What follows belongs to an exercise in optimizing a design on an open flow for small area, a short achievable clock period and few clock cycles per item; a production flow would make more cautious choices.
Only simulation tests tie the RTL to the original design; equivalence was not proved.
Power and IR drop assume default switching activity.

--- flow/design.v ---
module xarm_codec_b (
    input  wire        clk,
    input  wire        rst,
    input  wire        req_valid,
    output wire        req_ready,
    input  wire [7:0]  req_op,
    input  wire [7:0]  req_cmd,
    input  wire [7:0]  req_id,
    input  wire [8:0]  req_len,
    input  wire [15:0] req_a,
    input  wire [15:0] req_b,
    input  wire        in_valid,
    output wire        in_ready,
    input  wire [7:0]  in_data,
    output wire        out_valid,
    input  wire        out_ready,
    output wire [7:0]  out_data,
    output wire        out_last,
    output wire        resp_valid,
    input  wire        resp_ready,
    output wire [7:0]  resp_status,
    output wire [7:0]  resp_arg,
    output wire [15:0] resp_lo,
    output wire [15:0] resp_hi,
    output wire [7:0]  resp_reason,
    output wire [7:0]  resp_byte,
    output wire [7:0]  resp_plen,
    output wire [8:0]  resp_len
);
    localparam [7:0] OP_ENC     = 8'h10;
    localparam [7:0] OP_TEMPLIM = 8'h15;
    localparam [7:0] OP_DEC     = 8'h18;
    localparam [7:0] OP_CHK     = 8'h19;
    localparam [7:0] CMD_MOVE    = 8'd1;
    localparam [7:0] CMD_MOVEW   = 8'd7;
    localparam [7:0] CMD_ID_READ = 8'd14;
    localparam [7:0] CMD_ANGLIM  = 8'd20;
    localparam [7:0] CMD_VINLIM  = 8'd22;
    localparam [7:0] CMD_TEMPLIM = 8'd24;
    localparam [7:0] SIG = 8'h55;
    localparam [1:0] C_ENC = 2'd0;    
    localparam [1:0] C_DEC = 2'd1;
    localparam [1:0] C_CHK = 2'd2;
    localparam [1:0] C_REF = 2'd3;
    localparam I_IDLE   = 0;
    localparam I_GATHER = 1;     
    localparam I_DRAIN  = 2;     
    localparam I_H0     = 3;     
    localparam I_H1     = 4;
    localparam I_H2     = 5;
    localparam I_H3     = 6;
    localparam I_H4     = 7;
    localparam I_PAY    = 8;     
    localparam I_CSUM   = 9;     
    localparam I_RX     = 10;    
    localparam I_FIN    = 11;    
    localparam I_CHECK  = 12;    
    localparam NS       = 13;
    localparam [NS-1:0] S_IDLE   = 1 << I_IDLE;
    localparam [NS-1:0] S_GATHER = 1 << I_GATHER;
    localparam [NS-1:0] S_DRAIN  = 1 << I_DRAIN;
    localparam [NS-1:0] S_H0     = 1 << I_H0;
    localparam [NS-1:0] S_PAY    = 1 << I_PAY;
    localparam [NS-1:0] S_CSUM   = 1 << I_CSUM;
    localparam [NS-1:0] S_RX     = 1 << I_RX;
    localparam [NS-1:0] S_FIN    = 1 << I_FIN;
    function [4:0] validate(input [3:0] k, input [15:0] va, input [15:0] vb);
        begin
            validate = 5'd0;
            if (k[3]) begin
                if (va > 16'd1000)       validate = {1'b1, 3'd1, 1'b0};
                else if (vb > 16'd30000) validate = {1'b1, 3'd2, 1'b0};
            end
            if (k[2]) begin
                if (va > 16'd1000)      validate = {1'b1, 3'd3, 1'b0};
                else if (vb > 16'd1000) validate = {1'b1, 3'd4, 1'b0};
                else if (va[9:0] > vb[9:0]) validate = {1'b1, 3'd3, 1'b1};    
            end
            if (k[1]) begin
                if (va < 16'd4500 || va > 16'd12000)      validate = {1'b1, 3'd5, 1'b0};
                else if (vb < 16'd4500 || vb > 16'd12000) validate = {1'b1, 3'd6, 1'b0};
            end
            if (k[0]) begin
                if (va < 16'd50 || va > 16'd100) validate = {1'b1, 3'd7, 1'b0};
            end
        end
    endfunction
    function [3:0] cmd_kind(input [7:0] c);
        cmd_kind = {(c == CMD_MOVE) || (c == CMD_MOVEW), c == CMD_ANGLIM,
                    c == CMD_VINLIM, c == CMD_TEMPLIM};
    endfunction
    reg [NS-1:0] st;
    reg [1:0]  cls;
    reg [7:0]  cmd;
    reg [7:0]  id;
    reg [8:0]  len;
    reg [15:0] a;           
    reg [15:0] b;
    reg        pass;        
    reg        pay_ok;      
    reg        sig_ok;
    reg [8:0]  cnt;
    reg        lastq;       
    reg        dpay;        
    reg [7:0]  sum;         
    reg [7:0]  addq;        
    reg        len0;        
    reg        e_br, e_rs3;  
    reg [3:0]  kind;
    reg [4:0]  v_reg;       
    reg        vfail_q;     
    reg        idok, lenok, cmdok;    
    reg [1:0]  fcnt;
    reg [7:0]  fd0, fd1;
    reg        fl0, fl1;
    reg        ov;
    reg        rv, rvo;
    reg [1:0]  owed;        
    reg [3:0]  r_st;
    reg        r_s4, r_ff;
    reg [2:0]  r_arg;
    reg        r_f56, r_f7, r_h1000, r_h30000, r_hib;    
    reg        r_rb, r_rs3, r_rs11;
    reg [7:0]  r_byte;
    reg [8:0]  r_len;
    reg        req_ready_q, in_ready_q;
    wire [NS-1:0] pq_st;
    wire [1:0]    pq_cls;
    wire          pq_typed, pq_pass, pq_payok, pq_ebr, pq_ers3, pq_len1;
    wire [3:0]    pq_kind;
    assign req_ready   = req_ready_q;
    assign in_ready    = in_ready_q;
    assign out_valid   = ov;
    assign out_data    = fd0;
    assign out_last    = fl0;
    assign resp_valid  = rvo;
    assign resp_status = {r_ff, r_ff, r_ff, r_s4, r_st};
    assign resp_arg    = {5'd0, r_arg};
    assign resp_reason = {4'd0, r_rs11, 1'b0, r_rs3, r_rb};
    assign resp_byte   = r_byte;
    assign resp_plen   = r_len[7:0];
    assign resp_len    = r_len;
    assign resp_lo     = ({16{r_f56}} & 16'd4500) | ({16{r_f7}} & 16'd50);
    assign resp_hi     = ({16{r_h1000}} & 16'd1000) | ({16{r_h30000}} & 16'd30000) |
                         ({16{r_f56}} & 16'd12000) | ({16{r_f7}} & 16'd100) |
                         ({16{r_hib}} & b);
    wire       typed  = (req_op >= 8'h11) && (req_op <= OP_TEMPLIM);
    wire [3:0] op_kind = !typed ? 4'd0 :
                         (req_op[2:0] == 3'd1 || req_op[2:0] == 3'd2) ? 4'b1000 :
                         (req_op[2:0] == 3'd3) ? 4'b0100 :
                         (req_op[2:0] == 3'd4) ? 4'b0010 : 4'b0001;
    wire [3:0] rc_kind = cmd_kind(req_cmd);
    wire       rc_bnd  = |rc_kind;
    wire [4:0] v_now   = validate(kind, a, b);    
    wire vfail = vfail_q;
    wire qa_gt1000 = (req_a > 16'd1000);
    wire vfail_in = (op_kind[3] && (qa_gt1000 || req_b > 16'd30000)) ||
                    (op_kind[2] && (qa_gt1000 || req_b > 16'd1000 || req_a[9:0] > req_b[9:0])) ||
                    (op_kind[1] && (req_a < 16'd4500 || req_a > 16'd12000 ||
                                    req_b < 16'd4500 || req_b > 16'd12000)) ||
                    (op_kind[0] && (req_a < 16'd50 || req_a > 16'd100));
    reg [NS-1:0] d_state;
    reg [1:0] d_cls;
    reg       d_pass, d_ebr, d_ers3;
    always @(*) begin
        d_state = S_FIN; d_cls = C_REF; d_pass = 1'b0; d_ebr = 1'b0; d_ers3 = 1'b0;
        if (req_op == OP_ENC) begin
            d_cls = C_ENC;
            if (req_len > 9'd252) begin
                d_state = S_DRAIN; d_ebr = 1'b1;
            end else if (rc_bnd) begin
                if (req_len != (rc_kind[0] ? 9'd1 : 9'd4)) begin
                    d_ebr = 1'b1; d_ers3 = 1'b1;
                    d_state = (req_len == 9'd0) ? S_FIN : S_DRAIN;
                end else
                    d_state = S_GATHER;
            end else begin
                d_state = S_H0; d_pass = 1'b1;
            end
        end else if (typed) begin
            d_cls = C_ENC;
            d_state = S_H0;
        end else if (req_op == OP_DEC || req_op == OP_CHK) begin
            d_cls = req_op[0] ? C_CHK : C_DEC;
            d_state = (req_len == 9'd0) ? S_FIN : S_RX;
        end
    end
    wire push_ok = !fcnt[1];
    wire pop     = ov && out_ready;
    wire acc     = req_valid && req_ready_q;
    wire in_fire = in_valid && in_ready_q;
    wire nlast   = (cnt + 9'd2 == len);    
    wire [8:0] cnt1 = cnt + 9'd1;
    wire [7:0] sum_t = sum + addq;         
    reg       push;
    reg [7:0] pdata;
    always @(*) begin
        push  = 1'b0;
        pdata = in_data;
        case (1'b1)
            st[I_H0]:   pdata = SIG;
            st[I_H1]:   begin push = push_ok; pdata = SIG; end
            st[I_H2]:   begin push = push_ok; pdata = id; end
            st[I_H3]:   begin push = push_ok; pdata = len[7:0] + 8'd3; end
            st[I_H4]:   begin push = push_ok; pdata = cmd; end
            st[I_PAY]: begin
                if (pass) begin
                    push = in_fire;
                end else begin
                    push = push_ok;
                    case (cnt[1:0])
                        2'd0:    pdata = a[7:0];
                        2'd1:    pdata = a[15:8];
                        2'd2:    pdata = b[7:0];
                        default: pdata = b[15:8];
                    endcase
                end
            end
            st[I_CSUM]: begin push = push_ok && !rv; pdata = ~sum_t; end
            st[I_RX]:   push = in_fire && dpay;
            default: ;
        endcase
    end
    wire push_h0 = st[I_H0] && push_ok && !vfail;
    wire push_a  = push || push_h0;
    wire plast = st[I_CSUM] || (st[I_RX] && nlast);
    wire sum_en = (push && (st[I_H2] || st[I_H3] || st[I_H4] || st[I_PAY])) ||
                  (st[I_RX] && in_fire && (cls == C_CHK || cnt >= 9'd2));
    wire done = !rv && (st[I_FIN] || (st[I_CSUM] && push_ok));
    reg [7:0] nst;
    reg [2:0] narg;
    reg       nhib, nrb, nrs3, nrs11;
    always @(*) begin
        nst = 8'h00; narg = 3'd0; nhib = 1'b0; nrb = 1'b0; nrs3 = 1'b0; nrs11 = 1'b0;
        if (st[I_FIN]) begin
            case (cls)
                C_ENC: begin
                    if (e_br) begin
                        nst = 8'h10; nrb = 1'b1; nrs3 = e_rs3;
                    end else if (v_reg[4]) begin
                        nst = 8'h01; narg = v_reg[3:1]; nhib = v_reg[0];
                    end
                end
                C_DEC: begin
                    if (len > 9'd258) begin
                        nst = 8'h10; nrb = 1'b1; nrs3 = 1'b1; nrs11 = 1'b1;
                    end else if (len == 9'd0)
                        nst = 8'h03;
                    else if (len < 9'd2 || !sig_ok)
                        nst = 8'h05;
                    else if (len < 9'd6)
                        nst = 8'h07;
                    else if (addq != ~sum)         
                        nst = 8'h09;
                    else if (cmd != CMD_ID_READ && !idok)
                        nst = 8'h06;
                    else if (!lenok)
                        nst = 8'h07;
                    else if (!cmdok)
                        nst = 8'h08;
                end
                C_CHK: ;
                default: nst = 8'hFF;
            endcase
        end
    end
    reg [NS-1:0] st_n;
    reg [8:0]    cnt_n;
    reg          lastq_n, dpay_n;
    always @(*) begin
        st_n    = st;
        cnt_n   = cnt;
        lastq_n = lastq;
        dpay_n  = dpay;
        if ((st[I_GATHER] || st[I_DRAIN] || st[I_RX]) && in_fire) begin
            cnt_n = cnt1; lastq_n = nlast;
        end
        if (st[I_RX] && in_fire)
            dpay_n = pay_ok && (cnt >= 9'd4) && !nlast;
        if (st[I_PAY] && push) begin
            cnt_n = cnt1; lastq_n = nlast;
        end
        if (st[I_GATHER] && in_fire && lastq) begin
            st_n[I_GATHER] = 1'b0; st_n[I_CHECK] = 1'b1;
            cnt_n = 9'd0; lastq_n = (len == 9'd1);
        end
        if (st[I_DRAIN] && in_fire && lastq)  begin st_n[I_DRAIN] = 1'b0; st_n[I_FIN] = 1'b1; end
        if (st[I_RX] && in_fire && lastq)     begin st_n[I_RX] = 1'b0; st_n[I_FIN] = 1'b1; end
        if (st[I_CHECK]) begin st_n[I_CHECK] = 1'b0; st_n[I_H0] = 1'b1; end
        if (st[I_H0] && vfail) begin st_n[I_H0] = 1'b0; st_n[I_FIN] = 1'b1; end
        if (push_ok) begin
            if (st[I_H0] && !vfail) begin st_n[I_H0] = 1'b0; st_n[I_H1] = 1'b1; end
            if (st[I_H1]) begin st_n[I_H1] = 1'b0; st_n[I_H2] = 1'b1; end
            if (st[I_H2]) begin st_n[I_H2] = 1'b0; st_n[I_H3] = 1'b1; end
            if (st[I_H3]) begin st_n[I_H3] = 1'b0; st_n[I_H4] = 1'b1; end
            if (st[I_H4]) begin
                st_n[I_H4] = 1'b0;
                if (len0) st_n[I_CSUM] = 1'b1; else st_n[I_PAY] = 1'b1;
            end
        end
        if (st[I_PAY] && push && lastq) begin st_n[I_PAY] = 1'b0; st_n[I_CSUM] = 1'b1; end
        if (done) begin st_n[I_CSUM] = 1'b0; st_n[I_FIN] = 1'b0; st_n[I_IDLE] = 1'b1; end
        if (acc) begin
            st_n    = pq_st;
            cnt_n   = 9'd0;
            lastq_n = pq_len1;
            dpay_n  = 1'b0;
        end
    end
    wire [8:0] len_n  = !acc ? len : pq_typed ? ((req_op[2:0] == 3'd5) ? 9'd1 : 9'd4) : req_len;
    wire [1:0] cls_n  = acc ? pq_cls : cls;
    wire       pass_n = acc ? pq_pass : pass;
    wire [1:0] fcnt_n = {(fcnt[1] | (fcnt[0] & push_a)) & !out_ready,
                         (!fcnt[1] & !fcnt[0] & push_a) | (fcnt[0] & (push_a ~^ out_ready)) |
                         (fcnt[1] & out_ready)};
    wire [1:0] fcnt_x = {(fcnt[1] | (fcnt[0] & push)) & !out_ready,
                         (!fcnt[1] & !fcnt[0] & push) | (fcnt[0] & (push ~^ out_ready)) |
                         (fcnt[1] & out_ready)};
    wire       ov_n   = push_a | fcnt[1] | (fcnt[0] & !out_ready);
    wire       rv_n   = done ? 1'b1 : (rvo && resp_ready) ? 1'b0 : rv;
    wire [1:0] owed_n = done ? fcnt_x : (pop && owed != 2'd0) ? owed - 2'd1 : owed;
    assign pq_kind  = typed ? op_kind : (req_op == OP_ENC) ? rc_kind : 4'd0;
    assign pq_st    = d_state;
    assign pq_cls   = d_cls;
    assign pq_typed = typed;
    assign pq_pass  = d_pass;
    assign pq_ebr   = d_ebr;
    assign pq_ers3  = d_ers3;
    assign pq_payok = (req_op == OP_DEC) && (req_len >= 9'd6) && (req_len <= 9'd258);
    assign pq_len1  = typed ? (req_op[2:0] == 3'd5) : (req_len == 9'd1);
    wire fin_take_n = acc ? (pq_st[I_FIN] && pq_cls != C_ENC) :
                      ((st[I_FIN] && !done) || (st[I_RX] && in_fire && lastq)) && cls != C_ENC;
    wire req_ready_n = !rv_n && (st_n[I_IDLE] || (st_n[I_CSUM] && !fcnt_x[1]) || fin_take_n);
    wire in_ready_n = st_n[I_GATHER] || st_n[I_DRAIN] ||
                      (st_n[I_PAY] && pass_n && !fcnt_x[1]) ||
                      (st_n[I_RX] && (!dpay_n || !fcnt_x[1]));
    always @(posedge clk) begin
        if (rst) begin
            st          <= S_IDLE;
            fcnt        <= 2'd0;
            ov          <= 1'b0;
            rv          <= 1'b0;
            rvo         <= 1'b0;
            owed        <= 2'd0;
            req_ready_q <= 1'b0;
            in_ready_q  <= 1'b0;
        end else begin
            st          <= st_n;
            fcnt        <= fcnt_n;
            ov          <= ov_n;
            rv          <= rv_n;
            rvo         <= rv_n && (owed_n == 2'd0);
            owed        <= owed_n;
            req_ready_q <= req_ready_n;
            in_ready_q  <= in_ready_n;
        end
        if (fcnt == 2'd0 || (fcnt[0] && out_ready)) begin
            fd0 <= pdata; fl0 <= plast;
        end else if (fcnt[1] && out_ready) begin
            fd0 <= fd1; fl0 <= fl1;
        end
        if (fcnt[0] && !out_ready) begin
            fd1 <= pdata; fl1 <= plast;
        end
        if (done) begin
            r_st     <= nst[3:0];
            r_s4     <= nst[4];
            r_ff     <= nst[7];
            r_arg    <= narg;
            r_hib    <= nhib;
            r_f56    <= (narg == 3'd5) || (narg == 3'd6);
            r_f7     <= (narg == 3'd7);
            r_h1000  <= (narg == 3'd1 || narg == 3'd3 || narg == 3'd4) && !nhib;
            r_h30000 <= (narg == 3'd2);
            r_rb     <= nrb;
            r_rs3    <= nrs3;
            r_rs11   <= nrs11;
            r_byte   <= (cls == C_DEC) ? a[7:0] : ~sum_t;
            r_len    <= (cls == C_DEC) ? (len - 9'd6) : (len + 9'd6);
        end
        cnt   <= cnt_n;
        lastq <= lastq_n;
        dpay  <= dpay_n;
        addq <= sum_en ? pdata : 8'd0;
        sum  <= sum_t;
        len0 <= (len_n == 9'd0);
        if (st[I_H0])
            v_reg <= v_now;
        if (st[I_CHECK])
            vfail_q <= v_now[4];
        if (in_fire) begin
            if (st[I_GATHER]) begin
                case (cnt[1:0])
                    2'd0:    a       <= {8'd0, in_data};
                    2'd1:    a[15:8] <= in_data;
                    2'd2:    b[7:0]  <= in_data;
                    default: b[15:8] <= in_data;
                endcase
            end
            if (st[I_RX]) begin
                if ((cnt == 9'd0 || cnt == 9'd1) && in_data != SIG)
                    sig_ok <= 1'b0;
                if (cnt == 9'd2) begin
                    a[7:0] <= in_data;
                    idok   <= (in_data == id);
                end
                if (cnt == 9'd3) lenok <= ({1'b0, in_data} + 9'd3 == len);
                if (cnt == 9'd4) cmdok <= (in_data == cmd);
            end
        end
        if (acc) begin
            id     <= req_id;
            sum    <= 8'd0;
            addq   <= 8'd0;
            sig_ok <= 1'b1;
            a      <= req_a;
            b      <= req_b;
            cls    <= pq_cls;
            pass   <= pq_pass;
            pay_ok <= pq_payok;
            e_br   <= pq_ebr;
            e_rs3  <= pq_ers3;
            kind   <= pq_kind;
            vfail_q <= vfail_in;
            cmd    <= pq_typed ? ((req_op[2:0] == 3'd1) ? CMD_MOVE :
                                  (req_op[2:0] == 3'd2) ? CMD_MOVEW :
                                  (req_op[2:0] == 3'd3) ? CMD_ANGLIM :
                                  (req_op[2:0] == 3'd4) ? CMD_VINLIM : CMD_TEMPLIM) : req_cmd;
            len    <= len_n;
        end
    end
endmodule
--- flow/flow/run.sh ---
#!/bin/bash
# The standard layout, with plain buf_1 cells as the port buffers (every input
# and output port still gets its own buffer; repair may resize them).
set -euo pipefail
bash standard.sh "BUFFER_PORTS_ARGS=-buffer_cell sky130_fd_sc_hd__buf_1" finish > standard_flow.log 2>&1
--- flow/constraint.sdc ---
create_clock -name core_clock -period 5.0 [get_ports {clk}]
set_input_delay 1.0000 -clock core_clock [delete_from_list [all_inputs] [get_ports {clk}]]
set_output_delay 1.0000 -clock core_clock [all_outputs]
set_load 0.01 [all_outputs]
--- flow/standard.sh ---
#!/bin/bash
# synth_recipe.tcl (not shown) runs the flow's synth.tcl, then flattens the netlist and writes it again
# the make line also repeats each setting of config.mk as NAME=value (left out here)
make -C /OpenROAD-flow-scripts/flow DESIGN_CONFIG=/design/flow/config.mk WORK_HOME=/design/flow/orfs CLKGATE_MAP_FILE= SYNTH_SCRIPT=/design/flow/synth_recipe.tcl "${@:-finish}"
--- flow/config.mk ---
export PLATFORM = sky130hd
export DESIGN_NAME = xarm_codec_b
export DESIGN_NICKNAME = xarm_codec_b
export VERILOG_FILES = /design/flow/design.v
export SDC_FILE = /design/flow/constraint.sdc
export NUM_CORES = 4
export LEC_CHECK = 0
export CAP_MARGIN = 20
export CORE_MARGIN = 2
export CORE_UTILIZATION = 40
export SETUP_SLACK_MARGIN = 2.5
export SLEW_MARGIN = 20
==> flow_metrics.py, run 1 <==
metrics = {
    "worst_setup_path": {
        "rrSetupSlack_ps": 2290,
        "max_stage_delay_ps": 560,
        "cp.depth": 7,
        "path_class": "register to register",
        "start_kind": "register",
        "worstPathRequired_ps": 5160,
        "crit_path_top_delay_cell": "or4_4",
        "path_common_cell": "or4_4",
        "startpoint": "a[14]$_DFFE_PP_",
        "reg2reg_to": "vfail_q$_DFFE_PP_",
        "endpoint": "vfail_q$_DFFE_PP_",
        "critical_path_peak_fanout": 2,
        "arrival_ps": 2870,
        "cp_top_family": "simple AND/OR/NAND/NOR gates",
        "end_kind": "register",
        "crit_buf_inv": 0,
        "crit_chain": "or4_4, or3_4, or4_4, o21ai_4, nor3b_4, and4_4, a41oi_2",
        "r2r_start": "a[14]$_DFFE_PP_",
        "rr_worst_depth": 7,
    },
    "clock_tree": {
        "htree_levels": 4,
        "clk_pin_slew_ps": 70,
        "cts_hold_buf": 0,
        "clkLatencyLatePin_ps": 450,
        "cts_tree": "yes",
        "cts-root-buf": "clkbuf_16",
        "cts_made_buffers": 17,
        "cts.sink_count": 179,
        "clockBufferDepth": 2,
    },
    "global_route": {
        "antenna_found_initial": 2,
        "grt_first_pass_wirelength_mm": 57.5,
        "grt_pass1_vias": 9735,
        "grt_max_degree": 57,
        "grt_usage_pct": 25.0,
        "grt_overflow_total": 0,
    },
    "timing": {
        "setup_slack_ps": 2290,
        "max_freq_mhz": 369,
        "period_minus_slack_ps": 2710,
        "grt_setup_unrepaired": "true",
        "tightestPinTransition_ps": 978,
        "hold_viol_final": 0,
        "setup_violations": 0,
        "maxSlewViolCount": 0,
        "clock_skew_ps": 16.0,
        "slew_headroom_pct": 34.6,
        "fin_setup_tns_ps": 0,
        "finalCritPeriodShare_pct": 54.2,
        "whs_ps": 445,
    },
    "route": {
        "wl_mm": 38.8,
        "initialDrtViolationCount": 1231,
        "drt_first_pass_iters": 9,
        "route.vias.total": 10686,
        "wl_per_cell_um": 21.2,
        "drc_errors": 0,
        "antenna_left": 0,
        "routed_via_density": 5.83,
    },
    "run": {
        "maxCapViolCount": 0,
    },
    "pwr": {
        "peakVddDrop_uv": 184,
        "pwr-share-seq_pct": 46.2,
        "clkPwrFrac_pct": 35.6,
        "p_int_mw": 2.81,
        "p_switching_mw": 1.22,
        "netSwitchingFraction_pct": 30.2,
        "power_density_mw_per_mm2": 292,
        "comb_power_share_pct": 18.2,
        "p_leak_nw": 5.04,
    },
    "floorplan": {
        "coreArea_mm2": 0.0285,
        "design.die.area_mm2": 0.0301,
        "die_w_um": 173,
        "ioPinCount": 173,
        "core.rowCount": 62,
        "initial_utilization_pct": 40.3,
        "die_y_um": 173,
    },
    "outcome": {
        "status": "finished clean",
    },
    "yosys": {
        "synth-seq-area-share_pct": 42.4,
        "synth_top_area_share_pct": 33.5,
        "syn_inst": 1280,
        "synth_edf_count": 128,
        "async_flop_share_pct": 0,
        "yosysWarningCount": 1,
        "yosys.cell_count.top_type": "nand2_1",
        "ys.flop_type": "edfxtp_1",
        "ys_ff_latch": 179,
        "synth_cell_types": 76,
        "synth.avg_cell_area_um2": 8.97,
        "yosys.area.top_type": "edfxtp_1",
        "synth.area.top_cells": "edfxtp_1, dfxtp_1, nand2_1",
        "synth_area_mm2": 0.0115,
        "ys_top_cells_by_count": "nand2_1, edfxtp_1, nor2_1",
    },
    "finish": {
        "area_growth_pct": 20.0,
        "final_nets": 1560,
        "fin_cells": 1834,
        "top_regs": "a (16), b (16), st (13)",
        "drive_gt1_share_pct": 15.0,
    },
    "placement": {
        "dp_slack_ps": 1970,
        "io_buffer_count": 153,
        "dp_hpwl_mm": 28.1,
        "place.gp.congestion": 0.964,
        "post-place-cells": 1735,
    },
    "hold_path": {
        "hold_path.class": "register to register",
    },
}
==> cell families after synthesis <==
family / share of synthesized area, %
mux: 1.99
xor+xnor: 5.19
simple gates: 20.8
other cells: 0.0327
buf+inv: 6.87
fa+ha+maj: 4.97
compound gates: 17.7
flops: 42.4
==> metal layers <==
layer	part of all wire (%)	vias up	GRT usage [%]
met1	43	5135	34.1
met4	2.7	0	8.51
met2	45	564	38.5
li1	-	4916	-
met5	0	-	0
met3	9.6	71	6.75
==> cell usage in the layout (no fill, tap or decap), types with 8 or more instances in the layout <==
cell and count:
nor2_1 104, and2_1 21, a21o_1 12, nor3_1 22, nor2b_1 10, nor3b_1 8, nand2_1 146, nand4_1 23
edfxtp_1 128, clkbuf_16 17, buf_4 68, o211ai_1 11, nand2b_1 21, xor2_1 17, nand3_1 35, inv_1 55
xnor2_1 47, o21a_1 13, nor4_1 19, ha_1 36, or3_1 9, a31oi_1 9, conb_1 19, a21oi_1 72
mux2i_1 15, buf_1 145, a211oi_1 9, o21ai_0 72, and3_1 13, dfxtp_1 43
==> power groups by stage <==
| stage | clock network (mW) | registers [mW] | logic (mW) |
|---|---|---|---|
| floorplan | 0 | 1.83 | 0.458 |
| global placement | 0 | 1.91 | 0.616 |
| detailed placement | 0 | 1.91 | 0.622 |
| CTS | 1.44 | 1.86 | 0.676 |
| global route | 1.50 | 1.87 | 0.802 |
| finish | 1.43 | 1.86 | 0.733 |
==> how the worst min path moves through the flow <==
stage | startpoint | cells past startpoint | endpoint | slack (ps)
finish | st[12]$_SDFF_PP0_ | 1 | st[12]$_SDFF_PP0_ | 450
global route | st[12]$_SDFF_PP0_ | 1 | st[12]$_SDFF_PP0_ | 450
CTS | st[12]$_SDFF_PP0_ | 1 | st[12]$_SDFF_PP0_ | 450
detailed placement | st[12]$_SDFF_PP0_ | 1 | st[12]$_SDFF_PP0_ | 440
global placement | st[12]$_SDFF_PP0_ | 1 | st[12]$_SDFF_PP0_ | 410
floorplan | st[12]$_SDFF_PP0_ | 1 | st[12]$_SDFF_PP0_ | 400
==> cell type report <==
| class | count | area (um2) |
|---|---|---|
| antenna | 1 | 2.50 |
| clock buffer | 20 | 447 |
| clock inverter | 12 | 176 |
| fill | 2733 | 14700 |
| inverter | 61 | 241 |
| multi-input combinational | 950 | 6370 |
| sequential | 179 | 4880 |
| tap | 384 | 480 |
| timing repair buffer | 227 | 1170 |
==> repair_timing <==
item,CTS,global route
cloned,0,0
setup buffers,22,44
pin swaps,10,38
resized for setup,39,79
endpoints found under the setup margin,53,50
==> stage by stage <==
stage	power (mW)	area [um2]	util (%)
4_1_cts	3.97	13100	46.1
2_1_floorplan	2.29	11600	-
6_report	4.02	13800	48.4
3_5_place_dp	2.53	12200	42.8
5_1_grt	4.17	13800	48.4
3_3_place_gp	2.52	12200	42.8
Testbench counts, summed over its fixed seeds: cycles 27,536, items 3,200.
==> run 2, diff against run 1 <==
--- a/flow/config.mk
+++ b/flow/config.mk
@@ -9,4 +9,4 @@
 export CORE_MARGIN = 2
 export CORE_UTILIZATION = 40
-export SETUP_SLACK_MARGIN = 2.5
+export SETUP_SLACK_MARGIN = 2.2
 export SLEW_MARGIN = 20
==> flow_metrics.py, run 2 <==
metrics = {
    "yosys": {
        "synth_cell_types": 76,
        "synth.avg_cell_area_um2": 8.97,
        "async_flop_share_pct": 0,
        "synth_top_area_share_pct": 33.5,
        "synth_edf_count": 128,
        "ys_top_cells_by_count": "nand2_1, edfxtp_1, nor2_1",
        "synth_area_mm2": 0.0115,
        "ys_ff_latch": 179,
        "syn_inst": 1280,
        "synth-seq-area-share_pct": 42.4,
        "yosysWarningCount": 1,
        "yosys.cell_count.top_type": "nand2_1",
        "yosys.area.top_type": "edfxtp_1",
        "ys.flop_type": "edfxtp_1",
        "synth.area.top_cells": "edfxtp_1, dfxtp_1, nand2_1",
    },
    "finish": {
        "drive_gt1_share_pct": 7.89,
        "final_cell_mix": "buf_1, nand2_1, edfxtp_1, nor2_1",
        "area_growth_pct": 13.2,
        "final_common_cell": "buf_1",
        "top_regs": "a (16), b (16), st (13)",
        "nFillCells": 2831,
        "final_nets": 1517,
    },
    "clock_tree": {
        "clk_pin_slew_ps": 70,
        "clockBufferDepth": 2,
        "clkLatencyLatePin_ps": 450,
        "cts-root-buf": "clkbuf_16",
        "htree_levels": 4,
        "cts_tree": "yes",
        "cts_made_buffers": 17,
        "cts.sink_count": 179,
    },
    "worst_setup_path": {
        "worstPathRequired_ps": 5360,
        "crit_chain": "buf_1, and3_1, a311o_1, a31oi_2, o32ai_4, nand4_1, or3_1, a21oi_1",
        "reg2reg_to": "fd0[4]$_DFFE_PP_",
        "path_class": "input port to register",
        "startpoint": "in_valid",
        "rrSetupSlack_ps": 2270,
        "arrival_ps": 3110,
        "start_kind": "input port",
        "critical_path_peak_fanout": 10,
        "max_stage_delay_ps": 470,
        "rr_worst_depth": 9,
        "endpoint": "cnt[8]$_SDFFE_PP0P_",
        "r2r_start": "sum[0]$_SDFF_PP0_",
        "end_kind": "register",
        "crit_path_top_delay_cell": "o32ai_4",
    },
    "global_route": {
        "antenna_found_initial": 1,
        "grt_overflow_total": 0,
        "grt_usage_pct": 23.6,
        "grt_max_degree": 57,
        "grt_pass1_vias": 9361,
        "grt_first_pass_wirelength_mm": 54.5,
    },
    "timing": {
        "setup_violations": 0,
        "maxSlewViolCount": 0,
        "hold_viol_final": 0,
        "period_minus_slack_ps": 2750,
        "grt_setup_unrepaired": "true",
        "tightestPinTransition_ps": 1070,
        "finalCritPeriodShare_pct": 55.1,
        "fin_setup_tns_ps": 0,
        "clock_skew_ps": 18.1,
        "max_freq_mhz": 363,
        "slew_headroom_pct": 27.9,
        "setup_slack_ps": 2250,
    },
    "floorplan": {
        "die_y_um": 173,
        "die_w_um": 173,
        "ioPinCount": 173,
        "initial_utilization_pct": 40.3,
        "core.rowCount": 62,
        "coreArea_mm2": 0.0285,
        "design.die.area_mm2": 0.0301,
    },
    "pwr": {
        "peakVddDrop_uv": 192,
        "power_density_mw_per_mm2": 298,
        "p_leak_nw": 4.73,
    },
    "placement": {
        "place.gp.congestion": 1.03,
        "dp_slack_ps": 1670,
        "io_buffer_count": 153,
        "dp_hpwl_mm": 27.4,
    },
    "route": {
        "route.vias.total": 10224,
        "initialDrtViolationCount": 1293,
        "routed_via_density": 5.71,
        "wl_mm": 36.2,
        "drt_first_pass_iters": 9,
        "wl_per_cell_um": 20.2,
        "antenna_left": 0,
        "drc_errors": 0,
    },
    "outcome": {
        "status": "finished clean",
    },
    "hold_path": {
        "hold_path.class": "register to register",
    },
    "run": {
        "maxCapViolCount": 0,
    },
}
[run 2: cell counts after synthesis]
No cell type changed its count.
[run 2: per-stage QoR]
| step | utilization [%] | instance area, um2 | power (mW) | std cells | hold WS [ps] |
|---|---|---|---|---|---|
| after floorplan | - | 11600 | 2.29 | 1298 | 401 |
| after global placement | 42.6 | 12100 | 2.52 | 1737 | 408 |
| after detailed placement | 42.6 | 12100 | 2.52 | 1737 | 416 |
| after CTS | 44.9 | 12800 | 3.87 | 1772 | 426 |
| after global routing | 45.6 | 13000 | 4.02 | 1790 | 468 |
| final | 45.7 | 13000 | 3.88 | 1791 | 427 |
[run 2: cell families (layout without fill, tap and decap cells)]
kind of cell | count (synthesis) | in the layout | share of synthesized area (%)
AO/OA/AOI/OAI | 312 | 312 | 17.7
XOR/XNOR | 68 | 68 | 5.19
adder cells (fa/ha/maj) | 45 | 45 | 4.97
buffers and inverters | 169 | 277 | 6.87
flip-flops | 179 | 179 | 42.4
multiplexers | 22 | 22 | 1.99
other | 1 | 20 | 0.0327
AND/OR/NAND/NOR | 484 | 484 | 20.8
[run 2: worst min path at each step]
stage | startpoint | end | slack (ps) | cells past startpoint
after floorplan | st[12]$_SDFF_PP0_ | st[12]$_SDFF_PP0_ | 400 | 1
after global routing | st[12]$_SDFF_PP0_ | st[12]$_SDFF_PP0_ | 470 | 1
after detailed placement | st[12]$_SDFF_PP0_ | st[12]$_SDFF_PP0_ | 420 | 1
after global placement | st[12]$_SDFF_PP0_ | st[12]$_SDFF_PP0_ | 410 | 1
final | st[12]$_SDFF_PP0_ | st[12]$_SDFF_PP0_ | 430 | 1
after CTS | st[12]$_SDFF_PP0_ | st[12]$_SDFF_PP0_ | 430 | 1
[run 2: layout make-up]
type                       instances  area [um2]  share of cell area (%)
antenna                            1        2.50                  0.0193
clock buffer                      18         450                    3.47
clock inverter                    14         131                    1.01
inverter                          61         233                    1.79
multi-input combinational        950        6020                    46.3
sequential                       179        4870                    37.5
tap                              384         480                    3.70
timing repair buffer             184         811                    6.24
[run 2: layer usage]
metal	share of wire [%]	track usage, %	wire length [um]
met5	0	0	0
met4	3.2	9.07	1150
met3	8.5	3.36	3070
met2	44	36.1	15800
met1	45	33.7	16200
[run 2: worst max-delay path: cells and delay by family]
family	cells	cell delay (ps)
AOI/OAI and AO/OA	4	1000
and+or+nand+nor	3	900
buffers and inverters	1	200
[run 2: timing repair]
action,4_1_cts,5_1_grt
buffers inserted,3,18
pin swaps,0,2
hold buffers,0,0
setup endpoints to repair,13,34
gates resized for setup,13,20
[run 2: power by group]
part / switching, mW / internal, mW / total [mW]
combinational: 0.431 / 0.240 / 0.671
clock: 0.657 / 0.692 / 1.35
sequential: 0.132 / 1.73 / 1.86
total: 1.22 / 2.66 / 3.88
==> run 3, diff against run 2 <==
--- a/flow/design.v
+++ b/flow/design.v
@@ -56,5 +56,6 @@
     localparam I_FIN    = 11;    
     localparam I_CHECK  = 12;    
-    localparam NS       = 13;
+    localparam I_CHECK2 = 13;
+    localparam NS       = 14;
     localparam [NS-1:0] S_IDLE   = 1 << I_IDLE;
     localparam [NS-1:0] S_GATHER = 1 << I_GATHER;
@@ -65,22 +66,27 @@
     localparam [NS-1:0] S_RX     = 1 << I_RX;
     localparam [NS-1:0] S_FIN    = 1 << I_FIN;
-    function [4:0] validate(input [3:0] k, input [15:0] va, input [15:0] vb);
+    function [6:0] compares(input [15:0] va, input [15:0] vb);
+        compares = {va > 16'd1000, vb > 16'd30000, vb > 16'd1000, va[9:0] > vb[9:0],
+                    va < 16'd4500 || va > 16'd12000, vb < 16'd4500 || vb > 16'd12000,
+                    va < 16'd50 || va > 16'd100};
+    endfunction
+    function [4:0] validate(input [3:0] k, input [6:0] c);
         begin
             validate = 5'd0;
             if (k[3]) begin
-                if (va > 16'd1000)       validate = {1'b1, 3'd1, 1'b0};
-                else if (vb > 16'd30000) validate = {1'b1, 3'd2, 1'b0};
+                if (c[6])      validate = {1'b1, 3'd1, 1'b0};
+                else if (c[5]) validate = {1'b1, 3'd2, 1'b0};
             end
             if (k[2]) begin
-                if (va > 16'd1000)      validate = {1'b1, 3'd3, 1'b0};
-                else if (vb > 16'd1000) validate = {1'b1, 3'd4, 1'b0};
-                else if (va[9:0] > vb[9:0]) validate = {1'b1, 3'd3, 1'b1};    
+                if (c[6])      validate = {1'b1, 3'd3, 1'b0};
+                else if (c[4]) validate = {1'b1, 3'd4, 1'b0};
+                else if (c[3]) validate = {1'b1, 3'd3, 1'b1};    
             end
             if (k[1]) begin
-                if (va < 16'd4500 || va > 16'd12000)      validate = {1'b1, 3'd5, 1'b0};
-                else if (vb < 16'd4500 || vb > 16'd12000) validate = {1'b1, 3'd6, 1'b0};
+                if (c[2])      validate = {1'b1, 3'd5, 1'b0};
+                else if (c[1]) validate = {1'b1, 3'd6, 1'b0};
             end
             if (k[0]) begin
-                if (va < 16'd50 || va > 16'd100) validate = {1'b1, 3'd7, 1'b0};
+                if (c[0]) validate = {1'b1, 3'd7, 1'b0};
             end
         end
@@ -108,5 +114,5 @@
     reg        e_br, e_rs3;  
     reg [3:0]  kind;
-    reg [4:0]  v_reg;       
+    reg [6:0]  cmpq;        
     reg        vfail_q;     
     reg        idok, lenok, cmdok;    
@@ -146,5 +152,6 @@
                          ({16{r_hib}} & b);
     wire       typed  = (req_op >= 8'h11) && (req_op <= OP_TEMPLIM);
-    wire [3:0] op_kind = !typed ? 4'd0 :
+    wire       tlo    = !req_op[3] && (req_op[2:0] != 3'd0) && (req_op[2:0] <= 3'd5);
+    wire [3:0] op_kind = !tlo ? 4'd0 :
                          (req_op[2:0] == 3'd1 || req_op[2:0] == 3'd2) ? 4'b1000 :
                          (req_op[2:0] == 3'd3) ? 4'b0100 :
@@ -152,5 +159,5 @@
     wire [3:0] rc_kind = cmd_kind(req_cmd);
     wire       rc_bnd  = |rc_kind;
-    wire [4:0] v_now   = validate(kind, a, b);    
+    wire [4:0] v_now   = validate(kind, cmpq);    
     wire vfail = vfail_q;
     wire qa_gt1000 = (req_a > 16'd1000);
@@ -193,33 +200,25 @@
     wire [8:0] cnt1 = cnt + 9'd1;
     wire [7:0] sum_t = sum + addq;         
-    reg       push;
-    reg [7:0] pdata;
+    reg [7:0] pay_byte;
     always @(*) begin
-        push  = 1'b0;
-        pdata = in_data;
-        case (1'b1)
-            st[I_H0]:   pdata = SIG;
-            st[I_H1]:   begin push = push_ok; pdata = SIG; end
-            st[I_H2]:   begin push = push_ok; pdata = id; end
-            st[I_H3]:   begin push = push_ok; pdata = len[7:0] + 8'd3; end
-            st[I_H4]:   begin push = push_ok; pdata = cmd; end
-            st[I_PAY]: begin
-                if (pass) begin
-                    push = in_fire;
-                end else begin
-                    push = push_ok;
-                    case (cnt[1:0])
-                        2'd0:    pdata = a[7:0];
-                        2'd1:    pdata = a[15:8];
-                        2'd2:    pdata = b[7:0];
-                        default: pdata = b[15:8];
-                    endcase
-                end
-            end
-            st[I_CSUM]: begin push = push_ok && !rv; pdata = ~sum_t; end
-            st[I_RX]:   push = in_fire && dpay;
-            default: ;
+        case (cnt[1:0])
+            2'd0:    pay_byte = a[7:0];
+            2'd1:    pay_byte = a[15:8];
+            2'd2:    pay_byte = b[7:0];
+            default: pay_byte = b[15:8];
         endcase
     end
+    wire from_in = st[I_RX] || (st[I_PAY] && pass);
+    wire [7:0] pdata = ({8{st[I_H0] || st[I_H1]}} & SIG) |
+                       ({8{st[I_H2]}} & id) |
+                       ({8{st[I_H3]}} & (len[7:0] + 8'd3)) |
+                       ({8{st[I_H4]}} & cmd) |
+                       ({8{st[I_PAY] && !pass}} & pay_byte) |
+                       ({8{st[I_CSUM]}} & ~sum_t) |
+                       ({8{from_in}} & in_data);
+    wire push = ((st[I_H1] || st[I_H2] || st[I_H3] || st[I_H4] || (st[I_PAY] && !pass)) && push_ok) ||
+                (st[I_PAY] && pass && in_fire) ||
+                (st[I_CSUM] && push_ok && !rv) ||
+                (st[I_RX] && in_fire && dpay);
     wire push_h0 = st[I_H0] && push_ok && !vfail;
     wire push_a  = push || push_h0;
@@ -238,6 +237,6 @@
                     if (e_br) begin
                         nst = 8'h10; nrb = 1'b1; nrs3 = e_rs3;
-                    end else if (v_reg[4]) begin
-                        nst = 8'h01; narg = v_reg[3:1]; nhib = v_reg[0];
+                    end else if (v_now[4]) begin
+                        nst = 8'h01; narg = v_now[3:1]; nhib = v_now[0];
                     end
                 end
@@ -287,5 +286,6 @@
         if (st[I_DRAIN] && in_fire && lastq)  begin st_n[I_DRAIN] = 1'b0; st_n[I_FIN] = 1'b1; end
         if (st[I_RX] && in_fire && lastq)     begin st_n[I_RX] = 1'b0; st_n[I_FIN] = 1'b1; end
-        if (st[I_CHECK]) begin st_n[I_CHECK] = 1'b0; st_n[I_H0] = 1'b1; end
+        if (st[I_CHECK])  begin st_n[I_CHECK] = 1'b0; st_n[I_CHECK2] = 1'b1; end
+        if (st[I_CHECK2]) begin st_n[I_CHECK2] = 1'b0; st_n[I_H0] = 1'b1; end
         if (st[I_H0] && vfail) begin st_n[I_H0] = 1'b0; st_n[I_FIN] = 1'b1; end
         if (push_ok) begin
@@ -320,15 +320,15 @@
     wire       rv_n   = done ? 1'b1 : (rvo && resp_ready) ? 1'b0 : rv;
     wire [1:0] owed_n = done ? fcnt_x : (pop && owed != 2'd0) ? owed - 2'd1 : owed;
-    assign pq_kind  = typed ? op_kind : (req_op == OP_ENC) ? rc_kind : 4'd0;
+    assign pq_kind  = tlo ? op_kind : (!req_op[3] && req_op[2:0] == 3'd0) ? rc_kind : 4'd0;
     assign pq_st    = d_state;
     assign pq_cls   = d_cls;
-    assign pq_typed = typed;
+    assign pq_typed = tlo;
     assign pq_pass  = d_pass;
     assign pq_ebr   = d_ebr;
     assign pq_ers3  = d_ers3;
-    assign pq_payok = (req_op == OP_DEC) && (req_len >= 9'd6) && (req_len <= 9'd258);
-    assign pq_len1  = typed ? (req_op[2:0] == 3'd5) : (req_len == 9'd1);
-    wire fin_take_n = acc ? (pq_st[I_FIN] && pq_cls != C_ENC) :
-                      ((st[I_FIN] && !done) || (st[I_RX] && in_fire && lastq)) && cls != C_ENC;
+    assign pq_payok = req_op[3] && !req_op[0] && (req_len >= 9'd6) && (req_len <= 9'd258);
+    assign pq_len1  = tlo ? (req_op[2:0] == 3'd5) : (req_len == 9'd1);
+    wire fin_take_n = !acc && ((st[I_FIN] && !done) || (st[I_RX] && in_fire && lastq)) &&
+                      cls != C_ENC;
     wire req_ready_n = !rv_n && (st_n[I_IDLE] || (st_n[I_CSUM] && !fcnt_x[1]) || fin_take_n);
     wire in_ready_n = st_n[I_GATHER] || st_n[I_DRAIN] ||
@@ -384,8 +384,8 @@
         addq <= sum_en ? pdata : 8'd0;
         sum  <= sum_t;
-        len0 <= (len_n == 9'd0);
-        if (st[I_H0])
-            v_reg <= v_now;
-        if (st[I_CHECK])
+        if (acc)
+            len0 <= !tlo && (req_len == 9'd0);
+        cmpq <= compares(a, b);
+        if (st[I_CHECK2])
             vfail_q <= v_now[4];
         if (in_fire) begin
==> flow_metrics.py, run 3 <==
metrics = {
    "clock_tree": {
        "clk_pin_slew_ps": 80,
        "cts_hold_buf": 0,
        "cts-root-buf": "clkbuf_16",
        "cts.sink_count": 182,
        "clockBufferDepth": 2,
        "htree_levels": 4,
        "cts_tree": "yes",
        "clkLatencyLatePin_ps": 450,
        "cts_made_buffers": 17,
    },
    "route": {
        "route.vias.total": 9757,
        "initialDrtViolationCount": 798,
        "wl_mm": 34.4,
        "routed_via_density": 5.68,
        "antenna_left": 0,
        "drc_errors": 0,
        "wl_per_cell_um": 20.0,
        "drt_first_pass_iters": 7,
    },
    "placement": {
        "io_buffer_count": 153,
        "post-place-cells": 1683,
        "dp_slack_ps": 1630,
        "dp_hpwl_mm": 26.2,
        "place.gp.congestion": 0.932,
    },
    "finish": {
        "final_common_cell": "buf_1",
        "nFillCells": 2687,
        "n_antenna_cell": 0,
        "top_regs": "a (16), b (16), st (14)",
        "drive_gt1_share_pct": 5.83,
        "final_cell_mix": "buf_1, nand2_1, edfxtp_1, nor2_1, o21ai_0",
        "fin_cells": 1717,
        "final_nets": 1450,
        "area_growth_pct": 11.2,
    },
    "global_route": {
        "grt_pass1_vias": 9170,
        "antenna_found_initial": 0,
        "grt_first_pass_wirelength_mm": 52.8,
        "grt_usage_pct": 22.8,
        "grt_max_degree": 66,
        "grt_overflow_total": 0,
    },
    "timing": {
        "fin_setup_tns_ps": 0,
        "maxSlewViolCount": 0,
        "setup_slack_ps": 2290,
        "clock_skew_ps": 17.0,
        "hold_viol_final": 0,
        "tightestPinTransition_ps": 1060,
        "finalCritPeriodShare_pct": 54.2,
        "period_minus_slack_ps": 2710,
        "slew_headroom_pct": 28.4,
        "grt_setup_unrepaired": "true",
        "max_freq_mhz": 369,
        "setup_violations": 0,
    },
    "floorplan": {
        "ioPinCount": 173,
        "die_y_um": 173,
        "core.rowCount": 61,
        "initial_utilization_pct": 40.8,
        "design.die.area_mm2": 0.0298,
        "coreArea_mm2": 0.0279,
        "die_w_um": 173,
    },
    "pwr": {
        "power_density_mw_per_mm2": 286,
        "p_leak_nw": 4.57,
        "peakVddDrop_uv": 208,
    },
    "yosys": {
        "yosysWarningCount": 1,
        "synth_top_family_by_area": "simple AND/OR/NAND/NOR gates",
        "synth.area.top_cells": "edfxtp_1, dfxtp_1, ha_1",
        "ys_top_cells_by_count": "nand2_1, edfxtp_1, nor2_1",
        "synthAdderAreaFrac_pct": 5.02,
        "synth_area_mm2": 0.0114,
        "async_flop_share_pct": 0,
        "syn_inst": 1230,
        "yosys.area.top_type": "edfxtp_1",
        "synth_edf_count": 124,
        "synth_mux_area_share_pct": 2.12,
        "synth-seq-area-share_pct": 42.9,
        "ys_ff_latch": 182,
        "synth_xor_area_share_pct": 4.85,
        "synth_cell_types": 86,
        "synth_top_area_share_pct": 32.7,
        "synth_compound_area_share_pct": 18.4,
        "ys.flop_type": "edfxtp_1",
        "synth_simple_gate_area_share_pct": 19.9,
        "yosys.cell_count.top_type": "nand2_1",
        "synth.avg_cell_area_um2": 9.25,
    },
    "worst_setup_path": {
        "arrival_ps": 2950,
        "endpoint": "lenok$_DFFE_PP_",
        "path_class": "input port to register",
        "end_kind": "register",
        "rr_worst_depth": 8,
        "worstPathRequired_ps": 5240,
        "r2r_start": "cnt[1]$_SDFFE_PP0P_",
        "reg2reg_to": "fd0[7]$_DFFE_PP_",
        "rrSetupSlack_ps": 2300,
        "critical_path_peak_fanout": 8,
        "startpoint": "in_data[1]",
        "start_kind": "input port",
    },
    "hold_path": {
        "hold_path.class": "register to register",
    },
    "run": {
        "maxCapViolCount": 0,
    },
    "outcome": {
        "status": "finished clean",
    },
}
-- run 3: changes by cell type in the layout (fill, tap and decap cells not counted), sizes merged, moves of 8 or more --
cell | before | now
a21oi | 79 | 65
buf | 181 | 160
and3 | 14 | 6
nor2b | 12 | 27
nand2 | 147 | 132
o21ai | 82 | 71
-- run 3: logic make-up (layout without fill, tap and decap cells) --
family / Yosys count / in the layout
mux: 23 / 23
other cells: 1 / 19
fa+ha+maj: 45 / 45
buf+inv: 159 / 250
simple gates: 455 / 455
xor+xnor: 63 / 63
compound gates: 302 / 302
flops: 182 / 182
-- run 3: worst min-delay path by stage --
stage	to	slack (ps)	cells after the start	startpoint
2_1_floorplan	st[12]$_SDFF_PP0_	390	1	st[12]$_SDFF_PP0_
3_3_place_gp	st[12]$_SDFF_PP0_	410	1	st[12]$_SDFF_PP0_
3_5_place_dp	st[12]$_SDFF_PP0_	410	1	st[12]$_SDFF_PP0_
4_1_cts	st[12]$_SDFF_PP0_	420	1	st[12]$_SDFF_PP0_
5_1_grt	st[12]$_SDFF_PP0_	440	1	st[12]$_SDFF_PP0_
6_report	st[12]$_SDFF_PP0_	420	1	st[12]$_SDFF_PP0_
-- run 3: power breakdown --
part           total (mW)  internal [mW]  switching (mW)
registers            1.79           1.69          0.0955
clock network        1.37          0.698           0.669
logic               0.468          0.162           0.305
-- run 3: layer usage --
layer | share of wire (%) | vias up | track usage, %
met5 | 0 | - | 0
met4 | 3.0 | 0 | 8.16
met3 | 7.3 | 60 | 5.06
met2 | 45 | 398 | 35.0
met1 | 45 | 4648 | 31.6
li1 | - | 4651 | -
-- run 3: critical path, stage by stage --
cell,delay (ps)
buf_2,230
inv_1,100
ha_2,200
nor2b_1,200
and4_2,300
mux2i_1,200
nor2_1,60
a211o_1,280
a2111oi_0,370
-- run 3: timing repair --
item                                    in CTS  in global routing
endpoints found under the setup margin       2                  6
setup buffers                                2                  0
gates resized for setup                      1                  8
-- run 3: layout make-up --
cell class	instances	area, um2	share of cell area (%)
repair buffers	162	646	5.11
flip-flops and latches	182	4880	38.6
clock buffers	18	450	3.56
multi-input cells	907	5830	46.1
clock inverters	14	154	1.22
inverters	56	210	1.66
well taps	378	473	3.74
-- run 3: metrics by stage --
step | power, mW | utilization [%] | hold WS [ps] | instance area, um2
final | 3.62 | 45.4 | 422 | 12600
after global routing | 3.77 | 45.4 | 444 | 12600
after CTS | 3.64 | 45.3 | 423 | 12600
after global placement | 2.27 | 43.1 | 408 | 12000
after detailed placement | 2.28 | 43.1 | 411 | 12000
after floorplan | 2.11 | - | 392 | 11500
Testbench counts of run 3, summed over its fixed seeds: cycles 27,536, items 3,200.
==> run 4, diff against run 3 <==
--- a/flow/config.mk
+++ b/flow/config.mk
@@ -9,4 +9,4 @@
 export CORE_MARGIN = 2
 export CORE_UTILIZATION = 40
-export SETUP_SLACK_MARGIN = 2.2
+export SETUP_SLACK_MARGIN = 1.9
 export SLEW_MARGIN = 20
==> flow_metrics.py, run 4 <==
metrics = {
    "outcome": {
        "status": "finished clean",
    },
    "floorplan": {
        "die_y_um": 173,
        "core.rowCount": 61,
        "initial_utilization_pct": 40.8,
        "design.die.area_mm2": 0.0298,
        "coreArea_mm2": 0.0279,
        "die_w_um": 173,
        "ioPinCount": 173,
    },
    "worst_setup_path": {
        "path_class": "register to register",
        "r2r_start": "len[0]$_DFFE_PP_",
        "max_stage_delay_ps": 680,
        "cp_top_family": "flip-flops",
        "worstPathRequired_ps": 5190,
        "reg2reg_to": "fd0[4]$_DFFE_PP_",
        "arrival_ps": 3150,
        "start_kind": "register",
        "rr_worst_depth": 8,
        "end_kind": "register",
        "crit_buf_inv": 1,
        "rrSetupSlack_ps": 2050,
        "crit_chain": "inv_1, ha_1, nand2b_1, or2_2, xnor2_1, a221oi_1, o211ai_1, mux2_2",
        "critical_path_peak_fanout": 6,
        "crit_path_top_delay_cell": "edfxtp_1",
    },
    "yosys": {
        "synth.area.top_cells": "edfxtp_1, dfxtp_1, ha_1",
        "yosysWarningCount": 1,
        "yosys.cell_count.top_type": "nand2_1",
        "syn_inst": 1230,
        "synth_area_mm2": 0.0114,
        "ys_top_cells_by_count": "nand2_1, edfxtp_1, nor2_1",
        "synth_cell_types": 86,
        "synth_top_area_share_pct": 32.7,
        "synth.avg_cell_area_um2": 9.25,
        "yosys.area.top_type": "edfxtp_1",
        "async_flop_share_pct": 0,
        "synth-seq-area-share_pct": 42.9,
        "ys.flop_type": "edfxtp_1",
        "synth_edf_count": 124,
        "ys_ff_latch": 182,
    },
    "finish": {
        "final_cell_mix": "buf_1, nand2_1, edfxtp_1, nor2_1, o21ai_0",
        "final_nets": 1450,
        "final_common_cell": "buf_1",
        "top_regs": "a (16), b (16), st (14)",
        "drive_gt1_share_pct": 5.15,
        "seq_area_mm2": 0.00488,
        "finish.utilization_pct": 45.5,
        "area_growth_pct": 11.4,
        "nFillCells": 2732,
        "multi_input_area_mm2": 0.00580,
    },
    "placement": {
        "dp_hpwl_mm": 26.4,
        "dp_slack_ps": 1550,
        "place.gp.congestion": 0.929,
        "io_buffer_count": 153,
    },
    "pwr": {
        "peakVddDrop_uv": 205,
        "power_density_mw_per_mm2": 294,
        "p_leak_nw": 4.59,
    },
    "hold_path": {
        "min_from": "st[12]$_SDFF_PP0_",
        "holdPathEnd": "st[12]$_SDFF_PP0_",
        "holdPathStages": 1,
        "hold_path.class": "register to register",
    },
    "clock_tree": {
        "post_cts_resized": 0,
        "postCtsSetupBuffers": 0,
        "htree_levels": 4,
        "cts.sink_count": 182,
        "cts_made_buffers": 17,
        "clockBufferDepth": 2,
        "cts-root-buf": "clkbuf_16",
        "cts_hold_buf": 0,
        "clk_pin_slew_ps": 70,
        "clkLatencyLatePin_ps": 440,
        "cts_tree": "yes",
    },
    "global_route": {
        "antenna_found_initial": 1,
        "grt_pass1_vias": 9107,
        "grt_overflow_total": 0,
        "grt_first_pass_wirelength_mm": 52.6,
        "grt_usage_pct": 22.6,
        "grt_max_degree": 66,
    },
    "route": {
        "initialDrtViolationCount": 862,
        "routed_via_density": 5.60,
        "wl_per_cell_um": 20.0,
        "wl_mm": 34.3,
        "drc_errors": 0,
        "drt_first_pass_iters": 5,
        "route.vias.total": 9619,
        "antenna_left": 0,
    },
    "timing": {
        "fin_setup_tns_ps": 0,
        "max_freq_mhz": 339,
        "clock_skew_ps": 13.2,
        "setup_slack_ps": 2050,
        "slew_headroom_pct": 45.1,
        "setup_violations": 0,
        "grt_setup_unrepaired": "false",
        "hold_viol_final": 0,
        "tightestPinTransition_ps": 813,
        "period_minus_slack_ps": 2950,
        "maxSlewViolCount": 0,
        "finalCritPeriodShare_pct": 59.1,
    },
    "run": {
        "maxCapViolCount": 0,
    },
}
-- run 4: logic make-up after synthesis --
kind of cell	count (synthesis)	synth area share, %
muxes	23	2.12
xor gates and xnor gates	63	4.85
buffers and inverters	159	6.70
AOI/OAI and AO/OA	302	18.4
DFF	182	42.9
other	1	0.0330
and+or+nand+nor	455	19.9
adders and majority gates	45	5.02
-- run 4: report_power, final --
| group | internal, mW | switching [mW] |
|---|---|---|
| combinational | 0.161 | 0.300 |
| clock | 0.869 | 0.610 |
| sequential | 1.69 | 0.0962 |
| total | 2.72 | 1.01 |
-- run 4: stage by stage --
step	hold WS (ps)	instance area (um2)	total power, mW	cells
4_1_cts	424	12700	3.75	1717
3_3_place_gp	405	12000	2.27	1685
6_report	422	12700	3.73	1718
3_5_place_dp	411	12000	2.28	1685
2_1_floorplan	392	11400	2.11	1248
5_1_grt	428	12700	3.86	1717
-- run 4: layout make-up --
| cell class | instances | area share [%] |
|---|---|---|
| repair buffers | 162 | 5.09 |
| clock inverters | 10 | 1.21 |
| clock buffers | 22 | 3.91 |
| multi-input cells | 907 | 45.8 |
| flip-flops and latches | 182 | 38.6 |
| diodes | 1 | 0.0198 |
| well taps | 378 | 3.73 |
| inverters | 56 | 1.66 |
-- run 4: worst max-delay path by stage --
stage / start / slack [ps] / end / cells after the start
floorplan: fcnt[1]$_SDFF_PP0_ / 1930 / rvo$_SDFF_PP0_ / 7
global placement: in_data[1] / 1650 / lenok$_DFFE_PP_ / 9
detailed placement: in_data[1] / 1550 / lenok$_DFFE_PP_ / 9
CTS: in_data[1] / 2000 / lenok$_DFFE_PP_ / 9
global route: in_data[1] / 1960 / lenok$_DFFE_PP_ / 9
finish: len[0]$_DFFE_PP_ / 2050 / fd0[4]$_DFFE_PP_ / 8
-- run 4: layer usage --
| layer | vias to the layer above | part of all wire (%) | global-route usage (%) | wire (um) |
|---|---|---|---|---|
| met5 | - | 0 | 0 | 0 |
| met4 | 0 | 2.2 | 7.69 | 763 |
| met3 | 54 | 7.6 | 4.62 | 2600 |
| met2 | 368 | 45 | 35.2 | 15400 |
| met1 | 4553 | 45 | 31.3 | 15600 |
| li1 | 4644 | - | - | - |
==> run 5, diff against run 4 <==
--- a/flow/design.v
+++ b/flow/design.v
@@ -199,14 +199,6 @@
     wire nlast   = (cnt + 9'd2 == len);    
     wire [8:0] cnt1 = cnt + 9'd1;
+    wire [8:0] len_m3 = len - 9'd3;
     wire [7:0] sum_t = sum + addq;         
-    reg [7:0] pay_byte;
-    always @(*) begin
-        case (cnt[1:0])
-            2'd0:    pay_byte = a[7:0];
-            2'd1:    pay_byte = a[15:8];
-            2'd2:    pay_byte = b[7:0];
-            default: pay_byte = b[15:8];
-        endcase
-    end
     wire from_in = st[I_RX] || (st[I_PAY] && pass);
     wire [7:0] pdata = ({8{st[I_H0] || st[I_H1]}} & SIG) |
@@ -214,5 +206,5 @@
                        ({8{st[I_H3]}} & (len[7:0] + 8'd3)) |
                        ({8{st[I_H4]}} & cmd) |
-                       ({8{st[I_PAY] && !pass}} & pay_byte) |
+                       ({8{st[I_PAY] && !pass}} & a[7:0]) |
                        ({8{st[I_CSUM]}} & ~sum_t) |
                        ({8{from_in}} & in_data);
@@ -332,7 +324,10 @@
                       cls != C_ENC;
     wire req_ready_n = !rv_n && (st_n[I_IDLE] || (st_n[I_CSUM] && !fcnt_x[1]) || fin_take_n);
-    wire in_ready_n = st_n[I_GATHER] || st_n[I_DRAIN] ||
-                      (st_n[I_PAY] && pass_n && !fcnt_x[1]) ||
-                      (st_n[I_RX] && (!dpay_n || !fcnt_x[1]));
+    wire f_hold     = fcnt[1] || (fcnt[0] && push);    
+    wire in_ready_1 = st_n[I_GATHER] || st_n[I_DRAIN] || (st_n[I_PAY] && pass_n) || st_n[I_RX];
+    wire in_ready_0 = st_n[I_GATHER] || st_n[I_DRAIN] ||
+                      (st_n[I_PAY] && pass_n && !f_hold) ||
+                      (st_n[I_RX] && (!dpay_n || !f_hold));
+    wire in_ready_n = out_ready ? in_ready_1 : in_ready_0;
     always @(posedge clk) begin
         if (rst) begin
@@ -389,4 +384,8 @@
         if (st[I_CHECK2])
             vfail_q <= v_now[4];
+        if (st[I_PAY] && !pass && push) begin
+            a <= {b[7:0], a[15:8]};
+            b[7:0] <= b[15:8];
+        end
         if (in_fire) begin
             if (st[I_GATHER]) begin
@@ -405,5 +404,5 @@
                     idok   <= (in_data == id);
                 end
-                if (cnt == 9'd3) lenok <= ({1'b0, in_data} + 9'd3 == len);
+                if (cnt == 9'd3) lenok <= !len_m3[8] && (in_data == len_m3[7:0]);    
                 if (cnt == 9'd4) cmdok <= (in_data == cmd);
             end
--- a/flow/config.mk
+++ b/flow/config.mk
@@ -9,4 +9,4 @@
 export CORE_MARGIN = 2
 export CORE_UTILIZATION = 40
-export SETUP_SLACK_MARGIN = 1.9
+export SETUP_SLACK_MARGIN = 2.2
 export SLEW_MARGIN = 20
==> flow_metrics.py, run 5 <==
metrics = {
    "outcome": {
        "status": "finished clean",
    },
    "global_route": {
        "grt_overflow_total": 0,
        "antenna_found_initial": 0,
        "grt_pass1_vias": 9194,
        "grt_max_degree": 56,
        "grt_first_pass_wirelength_mm": 52.1,
        "grt_usage_pct": 23.1,
    },
    "placement": {
        "dpl_cell_area_mm2": 0.0120,
        "place.gp.congestion": 0.916,
        "io_buffer_count": 153,
        "post-place-cells": 1717,
        "dp_hpwl_mm": 25.6,
    },
    "timing": {
        "tightestPinTransition_ps": 1010,
        "clock_skew_ps": 11.0,
        "max_freq_mhz": 368,
        "setup_violations": 0,
        "period_minus_slack_ps": 2720,
        "slew_headroom_pct": 32.5,
        "hold_viol_final": 0,
        "fin_setup_tns_ps": 0,
        "finalCritPeriodShare_pct": 54.4,
        "grt_setup_unrepaired": "true",
        "maxSlewViolCount": 0,
        "whs_ps": 428,
    },
    "worst_setup_path": {
        "start_kind": "register",
        "arrival_ps": 3030,
        "critical_path_peak_fanout": 11,
        "worstPathRequired_ps": 5310,
        "end_kind": "register",
        "path_class": "register to register",
    },
    "route": {
        "antenna_left": 0,
        "drc_errors": 0,
        "routed_via_density": 5.65,
        "route.vias.total": 9947,
        "drt_first_pass_iters": 9,
        "initialDrtViolationCount": 1111,
        "wl_per_cell_um": 19.4,
        "wl_mm": 34.1,
    },
    "yosys": {
        "ys_ff_latch": 182,
        "synth_top_area_share_pct": 26.5,
        "syn_inst": 1269,
        "synth-seq-area-share_pct": 41.0,
        "synth.avg_cell_area_um2": 8.93,
        "synth.area.top_cells": "edfxtp_1, dfxtp_1, ha_1",
        "yosysWarningCount": 1,
        "yosys.cell_count.top_type": "nand2_1",
        "ys_top_cells_by_count": "nand2_1, nor2_1, edfxtp_1",
        "yosys.area.top_type": "edfxtp_1",
        "synth_area_mm2": 0.0113,
        "async_flop_share_pct": 0,
        "synth_edf_count": 100,
        "ys.flop_type": "edfxtp_1",
        "synth_cell_types": 81,
    },
    "clock_tree": {
        "htree_levels": 4,
        "cts-root-buf": "clkbuf_16",
        "cts_made_buffers": 17,
        "clkLatencyLatePin_ps": 440,
        "clockBufferDepth": 2,
        "cts_tree": "yes",
        "cts.sink_count": 182,
        "clk_pin_slew_ps": 70,
    },
    "finish": {
        "final_area_mm2": 0.0126,
        "final_cell_mix": "buf_1, nand2_1, nor2_1, edfxtp_1, dfxtp_1",
        "final_nets": 1494,
        "fin_cells": 1760,
        "finish.utilization_pct": 45.3,
        "drive_gt1_share_pct": 5.72,
        "n_antenna_cell": 0,
        "final_common_cell": "buf_1",
        "area_growth_pct": 11.4,
        "top_regs": "a (16), b (16), st (14)",
    },
    "hold_path": {
        "hold_path.class": "register to register",
    },
    "pwr": {
        "p_leak_nw": 4.66,
        "comb_power_share_pct": 17.3,
        "p_switching_mw": 1.23,
        "p_int_mw": 2.68,
        "power_density_mw_per_mm2": 309,
        "peakVddDrop_uv": 213,
        "pwr-share-seq_pct": 49.3,
        "netSwitchingFraction_pct": 31.5,
        "clkPwrFrac_pct": 33.4,
    },
    "floorplan": {
        "die_w_um": 172,
        "ioPinCount": 173,
        "die_y_um": 172,
        "design.die.area_mm2": 0.0297,
        "initial_utilization_pct": 40.7,
        "coreArea_mm2": 0.0279,
        "core.rowCount": 61,
    },
    "run": {
        "maxCapViolCount": 0,
    },
}
[run 5: power by group through the flow]
| stage | sequential [mW] | clock [mW] | combinational (mW) |
|---|---|---|---|
| 2_1_floorplan | 1.85 | 0 | 0.517 |
| 3_3_place_gp | 1.95 | 0 | 0.646 |
| 3_5_place_dp | 1.95 | 0 | 0.657 |
| 4_1_cts | 1.92 | 1.32 | 0.663 |
| 5_1_grt | 1.94 | 1.38 | 0.775 |
| 6_report | 1.92 | 1.31 | 0.677 |
[run 5: per-stage QoR]
step,setup WS (ps),total power [mW]
floorplan,2170,2.37
finish,2280,3.91
global route,2180,4.10
CTS,2280,3.91
global placement,1850,2.60
detailed placement,1810,2.61
[run 5: kinds of logic after synthesis]
kind of cell | synth area share [%]
adder cells (fa/ha/maj) | 5.14
other | 0.0331
AO/OA/AOI/OAI | 18.7
multiplexers | 3.29
AND/OR/NAND/NOR | 19.9
flip-flops | 41.0
XOR/XNOR | 5.10
buffers and inverters | 6.89
[run 5: path summary, 6_finish.rpt]
kind                                     startpoint  cells after the start  slack [ps]                end
worst max-delay path            cnt[2]$_SDFFE_PP0P_                      6        2280      fl0$_DFFE_PP_
worst min-delay path              st[12]$_SDFF_PP0_                      1         430  st[12]$_SDFF_PP0_
worst max register to register  cnt[2]$_SDFFE_PP0P_                      6        2280      fl0$_DFFE_PP_
worst min register to register    st[12]$_SDFF_PP0_                      1         430  st[12]$_SDFF_PP0_
[run 5: what timing repair did]
action	in CTS	in global routing
hold buffers	0	0
hold endpoints to repair	0	0
resized for setup	2	4
buffers inserted	0	10
pin swaps	0	0
endpoints found under the setup margin	2	5
[run 5: routing by layer]
layer	wire (um)	up-vias	global-route usage [%]
met1	15600	4729	33.5
met5	0	-	0
met3	2560	52	3.98
met4	733	0	7.45
li1	-	4762	-
met2	15200	404	34.9
[run 5: worst max-delay path: stages, from the launching register on]
cell and delay [ps]:
dfxtp_1 620, nand4_1 280, or4_1 530, o22a_1 220, a211oi_2 470, a21o_1 290
mux2_2 180
[run 5: final cells by class]
cell class / instances / area, um2
clock buffer: 19 / 433
multi-input combinational: 938 / 6020
sequential: 182 / 4640
clock inverter: 13 / 125
inverter: 59 / 221
tap: 378 / 473
fill: 2752 / 15200
timing repair buffer: 171 / 709
Testbench counts of run 5, summed over its fixed seeds: cycles 27,536, items 3,200.

separate check: timing with driven ports:
The results above use ideal ports. As a check the final layouts listed here were re-extracted and re-timed, cells and wires unchanged.
Step 1 assumes that a clkbuf_16 drives the clock port and a buf_2 every other input.
Step 2 moves the port delays by t, midway between the first and last clock arrival at a register: inputs arrive t later, outputs are due t later. That takes back most of the time a late clock gives input paths.
Three values: no drivers, after step 1, after step 2; two values: the first two.
| run | shift t [ns] | slack for setup (ns) | slew at the worst register clock pin (ns) | worst slew at a driven data input, ns | cell pins on the clock port's net |
|---|---|---|---|---|---|
| run 1 | 0.489 | 2.289 / 2.289 / 2.058 | 0.08 / 0.08 | 0.07 | 1 |
| run 2 | 0.495 | 2.247 / 2.263 / 1.768 | 0.08 / 0.08 | 0.07 | 1 |
| run 3 | 0.494 | 2.289 / 2.302 / 1.815 | 0.09 / 0.09 | 0.06 | 1 |
| run 4 | 0.484 | 2.046 / 2.046 / 1.751 | 0.08 / 0.08 | 0.07 | 1 |
| run 5 | 0.481 | 2.280 / 2.280 / 1.899 | 0.07 / 0.07 | 0.08 | 1 |
After both steps setup and hold are still met in every run listed. For run 2, which loses most, drivers alone change the setup slack by +0.016 ns; drivers and shift together by -0.479 ns.
